Source: an optimization exercise on an open RTL-to-GDS flow (aim: a short achievable clock period and few clock cycles per item). Production flows keep margins and buffers that such runs may drop. Function was checked by simulation only, so behaviour that the tests miss may differ from the original. No activity file was given, so power comes from the tool's default toggle rates.

==> flow/design.v <==
module sce_line_filter (
    input  wire        clk,
    input  wire        rst,         
    input  wire        start,
    input  wire [15:0] len,         
    input  wire [31:0] radius,      
    input  wire        fp_mode,     
    output wire        idle,
    input  wire        in_valid,
    input  wire [31:0] in_data,
    output wire        in_ready,
    output reg         out_valid,
    output reg  [31:0] out_data,
    input  wire        out_ready
);
    localparam integer NTAPS = 17;
    localparam integer HALF  = 8;
    localparam integer FAW   = 5;
    localparam integer CAP   = (1 << FAW) - 1;
    reg        idle_r;       
    reg        in_ready_r;   
    reg        idle_i;       
    reg        rdy_i;        
    reg [15:0] rem_d;        
    reg [5:0]  occ;          
    reg        tk;           
    reg        otk;          
    reg        lc;           
    reg        st;           
    reg        rst_q;
    reg [15:0] len_q;
    assign idle     = idle_r;
    assign in_ready = in_ready_r;
    wire start_take = start & idle_i & ~rst;
    wire in_take    = in_valid & rdy_i & ~rst;
    wire credit = ({1'b0, occ} + {6'd0, tk}) <= CAP - 2;
    wire last1 = st ? (len_q == 16'd1) : tk ? (rem_d == 16'd2) : (rem_d == 16'd1);
    wire len_nz = |len;
    always @(posedge clk) begin
        if (rst) begin
            idle_r     <= 1'b1;
            in_ready_r <= 1'b0;
        end else if (start_take) begin
            idle_r     <= ~len_nz;
            in_ready_r <= len_nz & credit;
        end else if (in_take) begin
            idle_r     <= last1;
            in_ready_r <= ~last1 & credit;
        end else begin
            in_ready_r <= ~idle_i & credit;
        end
        idle_i <= rst | (idle_i & ~(start & len_nz)) | (in_take & last1);
        rdy_i  <= ~rst & credit & ((start_take & len_nz) | (in_take & ~last1) | (~in_take & ~idle_i));
    end
    always @(posedge clk) begin
        if (st)
            rem_d <= len_q;
        else if (tk)
            rem_d <= rem_d - 16'd1;
    end
    reg [31:0] d_in;
    reg [31:0] rad_q;
    reg        fp_q;
    always @(posedge clk) begin
        d_in  <= in_data;
        len_q <= len;
        rad_q <= radius;
        fp_q  <= fp_mode;
        tk    <= in_take;
        st    <= start_take;
        lc    <= idle_i;
        rst_q <= rst;
    end
    always @(posedge clk) begin
        if (rst | rst_q)
            occ <= 6'd0;
        else
            occ <= occ + {5'd0, tk} - {5'd0, otk};
    end
    reg [15:0] len_r;
    reg [31:0] rad_r;
    reg        fp_r;
    reg        thr_ok;       
    reg [15:0] lo_t;         
    reg [15:0] hi_t;
    reg [15:0] pcq;          
    wire [16:0] hi_w = {1'b0, len_r} - {1'b0, rad_r[15:0]};
    always @(posedge clk) begin
        if (st) begin
            len_r <= len_q;
            rad_r <= rad_q;
            fp_r  <= fp_q;
        end
        thr_ok <= ~fp_r & ~(|rad_r[31:16]) & ~hi_w[16];
        lo_t   <= rad_r[15:0];
        hi_t   <= hi_w[15:0];
        if (st)
            pcq <= 16'd0;
        else if (tk)
            pcq <= pcq + 16'd1;
    end
    wire fast_in = thr_ok & (pcq > lo_t) & (pcq < hi_t);
    reg [31:0] wd [0:NTAPS-1];
    reg [NTAPS-1:0] wv;
    reg [NTAPS-1:0] wf;
    reg        fresh;        
    wire adv = tk | lc;
    integer i;
    always @(posedge clk) begin
        if (adv) begin
            for (i = 0; i < NTAPS - 1; i = i + 1)
                wd[i] <= wd[i+1];
            wd[NTAPS-1] <= d_in;
            wf <= {fast_in, wf[NTAPS-1:1]};
        end
        if (rst_q)
            wv <= {NTAPS{1'b0}};
        else if (adv)
            wv <= {tk, wv[NTAPS-1:1]};
        fresh <= adv & ~rst_q;
    end
    wire [NTAPS-1:0] tap_ok;
    genvar k, c;
    generate
        for (k = 0; k < NTAPS; k = k + 1) begin : g_mask
            if (k < HALF)
                assign tap_ok[k] = &wv[HALF-1:k];
            else if (k == HALF)
                assign tap_ok[k] = 1'b1;
            else
                assign tap_ok[k] = &wv[k:HALF+1];
        end
    endgenerate
    reg        v1, f1;
    reg [31:0] x1;
    reg        v2, f2;
    reg [31:0] x2;
    reg        v3, f3;
    reg [31:0] x3;
    reg        v4, f4;
    reg [31:0] x4;
    reg        v5;
    reg [31:0] r5;
    wire [31:0] q4;
    generate
        for (c = 0; c < 4; c = c + 1) begin : g_ch
            wire [7:0] tap [0:NTAPS-1];
            for (k = 0; k < NTAPS; k = k + 1) begin : g_tap
                assign tap[k] = tap_ok[k] ? wd[k][31-8*c -: 8] : 8'd0;
            end
            reg [8:0]  p1 [0:HALF-1];
            reg [7:0]  m1;
            reg [17:0] ga2, gb2, gc2, gd2;
            reg [17:0] acc3;
            reg [32:0] ha4, hb4;
            integer j;
            always @(posedge clk) begin
                for (j = 0; j < HALF; j = j + 1)
                    p1[j] <= {1'b0, tap[j]} + {1'b0, tap[NTAPS-1-j]};
                m1 <= tap[HALF];
                ga2 <= ({9'd0, p1[0]} << 3) + {9'd0, p1[0]}
                     + ({9'd0, p1[1]} << 4)
                     + ({9'd0, p1[2]} << 4) + ({9'd0, p1[2]} << 3);
                gb2 <= ({9'd0, p1[3]} << 5) + ({9'd0, p1[3]} << 1) + {9'd0, p1[3]}
                     + ({9'd0, p1[4]} << 5) + ({9'd0, p1[4]} << 4) - {9'd0, p1[4]};
                gc2 <= ({9'd0, p1[5]} << 6) - ({9'd0, p1[5]} << 2) - {9'd0, p1[5]}
                     + ({9'd0, p1[6]} << 6) + ({9'd0, p1[6]} << 3) - ({9'd0, p1[6]} << 1);
                gd2 <= ({9'd0, p1[7]} << 6) + ({9'd0, p1[7]} << 4) - ({9'd0, p1[7]} << 1) - {9'd0, p1[7]}
                     + ({10'd0, m1} << 6) + ({10'd0, m1} << 4);
                acc3 <= ga2 + gb2 + gc2 + gd2;
                ha4 <= ({15'd0, acc3} << 15) - ({15'd0, acc3} << 13) - ({15'd0, acc3} << 11);
                hb4 <= ({15'd0, acc3} << 8) + ({15'd0, acc3} << 4) + ({15'd0, acc3} << 2) + {15'd0, acc3};
            end
            wire [32:0] prod = ha4 - hb4;
            assign q4[31-8*c -: 8] = prod[31:24];
        end
    endgenerate
    always @(posedge clk) begin
        v1 <= fresh & wv[HALF] & ~rst_q;
        f1 <= wf[HALF];
        x1 <= wd[HALF];
        v2 <= v1 & ~rst_q;  f2 <= f1;  x2 <= x1;
        v3 <= v2 & ~rst_q;  f3 <= f2;  x3 <= x2;
        v4 <= v3 & ~rst_q;  f4 <= f3;  x4 <= x3;
        v5 <= v4 & ~rst_q;
        r5 <= f4 ? x4 : q4;
    end
    reg [31:0]    fmem [0:CAP];
    reg [FAW-1:0] wptr, rptr;
    wire        f_ne  = (rptr != wptr);
    wire        avail = (f_ne | v5) & ~rst_q;
    wire [31:0] cand  = f_ne ? fmem[rptr] : r5;
    reg         ov_i;        
    wire        load  = avail & (~ov_i | out_ready);
    always @(posedge clk) begin
        otk  <= ov_i & out_ready & ~rst;
        ov_i <= ~rst & (load | (ov_i & ~out_ready));
    end
    always @(posedge clk) begin
        if (v5 & ~rst_q)
            fmem[wptr] <= r5;
    end
    always @(posedge clk) begin
        if (rst) begin
            out_valid <= 1'b0;
            wptr      <= {FAW{1'b0}};
            rptr      <= {FAW{1'b0}};
        end else begin
            if (v5 & ~rst_q)
                wptr <= wptr + 1'b1;
            if (load) begin
                out_valid <= 1'b1;
                rptr      <= rptr + 1'b1;
            end else if (out_ready) begin
                out_valid <= 1'b0;
            end
        end
    end
    reg [31:0] od_i;
    always @(posedge clk) begin
        if (load)
            od_i <= cand;
        if (rst_q)
            out_data <= 32'd0;
        else
            out_data <= load ? cand : od_i;
    end
endmodule
Settings: LEC_CHECK=0, ABC_CLOCK_PERIOD_IN_PS=4000, CAP_MARGIN=20, CORE_MARGIN=2, CORE_UTILIZATION=72, SLEW_MARGIN=20; clock period 20.0 ns.
standard.sh (not shown) runs the stock make flow with config.mk's settings and CLKGATE_MAP_FILE= SYNTH_SCRIPT=/design/flow/synth_recipe.tcl, a recipe that flattens the netlist after the stock synthesis.
==> flow/flow/run.sh <==
#!/bin/bash
# Own layout flow: the standard ORFS flow, with
#  - the port buffers made with buf_4 cells (instead of the default delay-buffer cell),
#  - the timing repair steps asked to leave a larger setup margin, so the resizer
#    keeps working on paths that already meet the 20 ns clock.
# The SDC, clock period, I/O delays and loads are the standard flow's, unchanged.
set -euo pipefail
here=$(pwd)
bash standard.sh \
  "BUFFER_PORTS_ARGS=-buffer_cell sky130_fd_sc_hd__buf_4" \
  "SETUP_SLACK_MARGIN=${SETUP_MARGIN_NS:-15}" \
  finish > "$here/standard_flow.log" 2>&1
Testbench counts at the start, summed over its fixed seeds: cycles 10,510, items 10,254.
Next try:
--- a/flow/config.mk
+++ b/flow/config.mk
@@ -9,4 +9,4 @@
 export CAP_MARGIN = 20
 export CORE_MARGIN = 2
-export CORE_UTILIZATION = 72
+export CORE_UTILIZATION = 60
 export SLEW_MARGIN = 20
What happened: The changed run finished with timing, DRC and antenna clean. Setup slack is better by 0.035 ns. Hold slack is worse by 0.031 ns. First-iteration DRC count drops by a quarter to a third.

* * *

Another version of the RTL of sce_line_filter (not shown whole).
Size: about 11,000 cells after synthesis.
clock: 20.0 ns
lec_check: 0
cap_margin: 20
core_margin: 2
core_utilization: 40
slew_margin: 20
run.sh (not shown) runs the stock make flow with config.mk's settings and CLKGATE_MAP_FILE= SYNTH_SCRIPT=/design/flow/synth_recipe.tcl, a recipe that flattens the netlist after the stock synthesis.
Stock flow here: none of the scripts above is used.
Testbench counts at the start, summed over its fixed seeds: cycles 10,510, items 10,254.
Change:
==> flow/flow/run.sh (new file) <==
#!/bin/bash
# Own layout flow: the standard ORFS flow, with
#  - the port buffers made with buf_4 cells (instead of the default delay-buffer cell),
#  - the timing repair steps asked to leave a larger setup margin, so the resizer
#    keeps working on paths that already meet the 20 ns clock.
# The SDC, clock period, I/O delays and loads are the standard flow's, unchanged.
set -euo pipefail
here=$(pwd)
bash standard.sh \
  "BUFFER_PORTS_ARGS=-buffer_cell sky130_fd_sc_hd__buf_4" \
  "SETUP_SLACK_MARGIN=${SETUP_MARGIN_NS:-15}" \
  finish > "$here/standard_flow.log" 2>&1
==> flow/standard.sh (new file) <==
#!/bin/bash
# synth_recipe.tcl (not shown) runs the flow's synth.tcl, then flattens the netlist and writes it again
# the make line also repeats each setting of config.mk as NAME=value (left out here)
make -C /OpenROAD-flow-scripts/flow DESIGN_CONFIG=/design/flow/config.mk WORK_HOME=/design/flow/orfs CLKGATE_MAP_FILE= SYNTH_SCRIPT=/design/flow/synth_recipe.tcl "${@:-finish}"
--- a/flow/config.mk
+++ b/flow/config.mk
@@ -6,4 +6,5 @@
 export NUM_CORES = 4
 export LEC_CHECK = 0
+export ABC_CLOCK_PERIOD_IN_PS = 4000
 export CAP_MARGIN = 20
 export CORE_MARGIN = 2
removed: flow/run.sh
Worst setup slack improves by 0.25 ns.
Die area is unchanged.
Critical path depth stays the same.
Total power rises by 0.46%.

## afterwards: timing with drivers on the ports
Ports are ideal in the flow. The routed layouts listed here were re-timed in OpenROAD. Step 1, drivers: a clkbuf_16 drives clk and a buf_2 each remaining input, both assumed. Step 2 moves the port delays by t, midway between the first and last clock arrival at a register: inputs arrive t later, outputs are due t later. That takes back most of the time a late clock gives input paths. Slacks: ideal ports / drivers / drivers and shift; pairs: ideal ports / drivers.
| run | shift t [ns] | slack for setup (ns) | hold WS [ns] | worst setup path at the end | pins driven straight from the clock port |
|---|---|---|---|---|---|
| the first run of note 1 | 1.009 | 14.550 / 14.463 / 14.116 | 0.305 / 0.305 / 0.305 | input to register | 1 |
| the second run of note 1 | 1.000 | 14.585 / 14.493 / 14.332 | 0.274 / 0.274 / 0.274 | input to register | 1 |
| the first run of note 2 | 0.978 | 14.069 / 13.974 / 13.534 | 0.317 / 0.317 / 0.317 | input to register | 1 |
| the second run of note 2 | 1.007 | 14.324 / 14.217 / 14.160 | 0.321 / 0.321 / 0.321 | input to register | 1 |
After both steps every run listed still meets setup and hold. For the first run of note 2, which loses most, drivers alone change the setup slack by -0.095 ns; drivers and shift together by -0.535 ns.
